Context: an optimization exercise on an open-source flow, tuned for small area, a short achievable clock period and few clock cycles per item. The choices shown serve that exercise and are no tape-out recipe. Where RTL was checked, it was by simulation tests only, not by an equivalence proof against the original. Power figures rest on the tool's default switching activity, not on a simulated workload.

==> inputs of run A <==
Design stereo_biquad, start of the top module:
module stereo_biquad (
    input  wire        clk,
    input  wire        rst,           
    input  wire        cfg_we,
    input  wire [2:0]  cfg_addr,
    input  wire [31:0] cfg_wdata,
    input  wire        in_valid,
    output reg         in_ready,
    input  wire [31:0] in_l,
    input  wire [31:0] in_r,
    output reg         out_valid,
    output wire [31:0] out_l,
    output wire [31:0] out_r
);
==> flow/config.mk <==
export PLATFORM = sky130hd
export DESIGN_NAME = stereo_biquad
export DESIGN_NICKNAME = stereo_biquad
export VERILOG_FILES = /design/flow/design.v
export SDC_FILE = /design/flow/constraint.sdc
export NUM_CORES = 4
export LEC_CHECK = 0
export CAP_MARGIN = 20
export CORE_MARGIN = 2
export CORE_UTILIZATION = 40
export SLEW_MARGIN = 20
==> flow/constraint.sdc <==
create_clock -name core_clock -period 19.0 [get_ports {clk}]
set_input_delay 3.8000 -clock core_clock [delete_from_list [all_inputs] [get_ports {clk}]]
set_output_delay 3.8000 -clock core_clock [all_outputs]
set_load 0.01 [all_outputs]
standard.sh (not shown) runs the stock make flow with config.mk's settings and CLKGATE_MAP_FILE= SYNTH_SCRIPT=/design/flow/synth_recipe.tcl, a recipe that flattens the netlist after the stock synthesis.
==> flow/flow/run.sh <==
#!/bin/bash
# Standard ORFS layout; repair_timing aims for extra setup slack so the
# design runs faster than the fixed clock constraint requires.
set -euo pipefail
bash standard.sh SETUP_SLACK_MARGIN=14 SLEW_MARGIN=60 CAP_MARGIN=60 finish > orfs_make.log 2>&1
==> inputs of run Z, as changes to run A <==
--- a/flow/design.v
+++ b/flow/design.v
@@ -45,71 +45,60 @@
     wire [4:0]  lza, lzb;
     fp32_norm24 u_na (.m({ea != 8'd0, a[22:0]}), .mn(man), .lz(lza));
     fp32_norm24 u_nb (.m({eb != 8'd0, b[22:0]}), .mn(mbn), .lz(lzb));
     wire [9:0]  esum = {2'b0, ea | {7'd0, ea == 8'd0}}
                      + {2'b0, eb | {7'd0, eb == 8'd0}} - 10'd127;
     reg  [22:0] s2_ma, s2_mb;
     reg  [9:0]  s2_esum;
-    reg  [4:0]  s2_lza, s2_lzb;
+    reg  [5:0]  s2_lz;
     reg         s2_s, s2_nan, s2_inf, s2_zero;
     always @(posedge clk) begin
         s2_ma   <= man[22:0];
         s2_mb   <= mbn[22:0];
         s2_esum <= esum;
-        s2_lza  <= lza;
-        s2_lzb  <= lzb;
+        s2_lz   <= {1'b0, lza} + {1'b0, lzb};
         s2_s    <= sa ^ sb;
         s2_nan  <= a_nan | b_nan | (a_inf & b_zero) | (b_inf & a_zero);
         s2_inf  <= a_inf | b_inf;
         s2_zero <= a_zero | b_zero;
     end
     wire [47:0] r0, r1;
     fp32_mul24 u_m24 (.a({1'b1, s2_ma}), .b({1'b1, s2_mb}), .r0(r0), .r1(r1));
     reg  [47:0] s3_r0, s3_r1;
     reg  [9:0]  s3_e;        
     reg         s3_s, s3_nan, s3_inf, s3_zero;
     always @(posedge clk) begin
         s3_r0   <= r0;
         s3_r1   <= r1;
-        s3_e    <= s2_esum - {5'd0, s2_lza} - {5'd0, s2_lzb};
+        s3_e    <= s2_esum - {4'd0, s2_lz};
         s3_s    <= s2_s;
         s3_nan  <= s2_nan;
         s3_inf  <= s2_inf;
         s3_zero <= s2_zero;
     end
     wire [47:0] p   = s3_r0 + s3_r1;
     wire        hi  = p[47];
     wire [24:0] m25 = hi ? p[47:23] : p[46:22];        
     wire        st  = (|p[21:0]) | (hi & p[22]);
-    wire [9:0]  en0  = s3_e;
-    wire [9:0]  en1  = s3_e + 10'd1;
-    wire        sub0 = en0[9] | (en0 == 10'd0);
-    wire        sub1 = en1[9] | (en1 == 10'd0);
-    wire [9:0]  dsh0 = 10'd1 - en0;
-    wire [9:0]  dsh1 = 10'd0 - en0;
-    wire [4:0]  dsc0 = (dsh0[9:5] != 5'd0) ? 5'd31 : dsh0[4:0];
-    wire [4:0]  dsc1 = (dsh1[9:5] != 5'd0) ? 5'd31 : dsh1[4:0];
-    wire        ovf0 = !sub0 && (en0[8:0] > 9'd254);
-    wire        ovf1 = !sub1 && (en1[8:0] > 9'd254);
-    wire [9:0]  en   = hi ? en1 : en0;
-    wire        sub  = hi ? sub1 : sub0;
-    wire [4:0]  dsc  = hi ? (sub1 ? dsc1 : 5'd0) : (sub0 ? dsc0 : 5'd0);
-    wire        ovf  = hi ? ovf1 : ovf0;
+    wire [9:0]  en  = s3_e + {9'd0, hi};
+    wire        sub = en[9] | (en == 10'd0);           
+    wire [9:0]  dsh = 10'd1 - en;                      
+    wire [4:0]  dsc = (dsh[9:5] != 5'd0) ? 5'd31 : dsh[4:0];
     reg  [24:0] s4_m;
     reg         s4_st, s4_sub, s4_ovf;
     reg  [7:0]  s4_e;
     reg  [4:0]  s4_d;
     reg         s4_s, s4_nan, s4_inf, s4_zero;
     always @(posedge clk) begin
         s4_m    <= m25;
         s4_st   <= st;
         s4_sub  <= sub;
-        s4_ovf  <= ovf;
+        s4_ovf  <= !sub && (en[8:0] > 9'd254);
         s4_e    <= en[7:0];
-        s4_d    <= dsc;
+        s4_d    <= sub ? dsc : 5'd0;
         s4_s    <= s3_s;
         s4_nan  <= s3_nan;
         s4_inf  <= s3_inf;
         s4_zero <= s3_zero;
     end
     wire [24:0] m_sh = (s4_d > 5'd25) ? 25'd0 : (s4_m >> s4_d);
     wire [24:0] lost = (s4_d > 5'd25) ? s4_m : (s4_m & ~({25{1'b1}} << s4_d));
@@ -1692,31 +1681,28 @@
     wire b_inf = b_max & (b[22:0] == 23'd0);
     wire [7:0]  ea_e = ea | {7'd0, ea == 8'd0};
     wire [7:0]  eb_e = eb | {7'd0, eb == 8'd0};
     wire [7:0]  dab  = ea_e - eb_e;
     wire [7:0]  dba  = eb_e - ea_e;
     wire        swap = (b[30:0] > a[30:0]);
     wire [31:0] x    = swap ? b : a;
-    wire        bigA = (dba > 8'd26);                       
-    wire        bigB = (dab > 8'd26);
-    wire [26:0] mA   = {ea != 8'd0, a[22:0], 3'b000};
-    wire [26:0] mB   = {eb != 8'd0, b[22:0], 3'b000};
-    wire [26:0] shA  = bigA ? 27'd0 : (mA >> dba[4:0]);
-    wire [26:0] shB  = bigB ? 27'd0 : (mB >> dab[4:0]);
-    wire        stA  = bigA ? (|mA) : (|(mA & ~({27{1'b1}} << dba[4:0])));
-    wire        stB  = bigB ? (|mB) : (|(mB & ~({27{1'b1}} << dab[4:0])));
-    wire [26:0] mz_al = swap ? {shA[26:1], shA[0] | stA} : {shB[26:1], shB[0] | stB};
+    wire [31:0] z    = swap ? a : b;
+    wire [7:0]  df   = swap ? dba : dab;
+    wire [4:0]  d    = (df > 8'd26) ? 5'd27 : df[4:0];
+    wire [26:0] mz   = {z[30:23] != 8'd0, z[22:0], 3'b000};
+    wire [26:0] mz_sh = mz >> d;
+    wire        stk  = |(mz & ~({27{1'b1}} << d));
     reg  [7:0]  s2_e;
     reg  [23:0] s2_mx;
     reg  [26:0] s2_mz;
     reg         s2_sx, s2_sub, s2_nan, s2_inf, s2_zs;
     always @(posedge clk) begin
         s2_e   <= swap ? eb_e : ea_e;
         s2_mx  <= {x[30:23] != 8'd0, x[22:0]};
-        s2_mz  <= mz_al;
+        s2_mz  <= {mz_sh[26:1], mz_sh[0] | stk};
         s2_sx  <= x[31];
         s2_sub <= a[31] ^ b[31];
         s2_nan <= a_nan | b_nan | (a_inf & b_inf & (a[31] ^ b[31]));
         s2_inf <= a_inf | b_inf;
         s2_zs  <= a[31] & b[31];
     end
     wire [27:0] sum = s2_sub ? ({1'b0, s2_mx, 3'b000} - {1'b0, s2_mz})
==> flow/run.sh (new file) <==
#!/bin/bash
# synth_recipe.tcl (not shown) runs the flow's synth.tcl, then flattens the netlist and writes it again
# the make line also repeats each setting of config.mk as NAME=value (left out here)
make -C /OpenROAD-flow-scripts/flow DESIGN_CONFIG=/design/flow/config.mk WORK_HOME=/design/flow/orfs CLKGATE_MAP_FILE= SYNTH_SCRIPT=/design/flow/synth_recipe.tcl finish
==> flow/config.mk (replaced) <==
export PLATFORM = sky130hd
export DESIGN_NAME = stereo_biquad
export DESIGN_NICKNAME = stereo_biquad
export VERILOG_FILES = /design/flow/design.v
export SDC_FILE = /design/flow/constraint.sdc
export NUM_CORES = 4
export LEC_CHECK = 0
export CAP_MARGIN = 85
export CORE_MARGIN = 2
export CORE_UTILIZATION = 40
export SLEW_MARGIN = 85
removed: flow/flow/run.sh
removed: flow/standard.sh
==> comparison table <==
quantity                                                      run Z                    run A
Multi-input logic portion of the cell area                   55.08%                   55.37%
Result of the run                           complete, no violations  complete, no violations
Final-layout worst hold slack                              314.6 ps                 325.0 ps
Power attributed to sequential cells                      0.00277 W                0.00279 W
Total net switching power                                0.004651 W               0.004191 W
Post-CTS Repair Setup Buffers                                     0                       72
Met1 track demand over resource                              33.93%                   32.86%
Max IR drop VDD                                           0.1099 mV               0.08297 mV
Hold Crit Start                                       u_add.s2_e[1]            u_add.s2_e[5]
Height of the die                                          407.9 µm                 414.4 µm
First-pass GRT wire length                               345,500 µm               348,800 µm
Area of placed instances                                 83,550 µm²               71,420 µm²
Worst Hold Path EP                                    u_add.s3_e[1]            u_add.s3_e[5]
First-iteration detailed-routing DRC count                    4,756                    5,552
RSZ-0062 raised after global routing                          false                     true
Multi-In Gates                                                5,153                    5,430
Met2 wire length                                         110,100 µm               106,700 µm
CTS buffer count                                                106                      109
Critical path start-end classification                   reg -> reg               reg -> out
Testbench counts of run Z, summed over its fixed seeds: cycles 42,992, items 4,096.
Function not checked in run A: the RTL went through the layout flow alone.

-- afterwards: timing with drivers on the ports --
The flow's constraints put no driver on any port. The routed layouts listed below were extracted and timed again, unchanged, in two steps.
Step 1, drivers: a clkbuf_16 drives clk and a buf_2 each remaining input, both assumed.
Step 2 times the ports against the registers' clock, not the clock port: input delays grow and output delays shrink by t, the midpoint of the rising clock arrivals with the driver on.
Slacks: ideal / step 1 / step 2; pairs: ideal / step 1.
| run | t (ns) | setup slack, ns | hold slack, ns | slew at the worst register clock pin (ns) | pins driven straight from the clock port |
|---|---|---|---|---|---|
| run A | 0.816 | 13.856 / 13.777 / 13.308 | 0.325 / 0.325 / 0.325 | 0.07 / 0.07 | 1 |
| run Z | 0.796 | 7.811 / 7.811 / 7.811 | 0.315 / 0.315 / 0.315 | 0.08 / 0.08 | 1 |
After both steps setup and hold are still met in every run listed. The setup slack of run A, which loses most, moves by -0.079 ns with the drivers and by -0.548 ns with both steps.
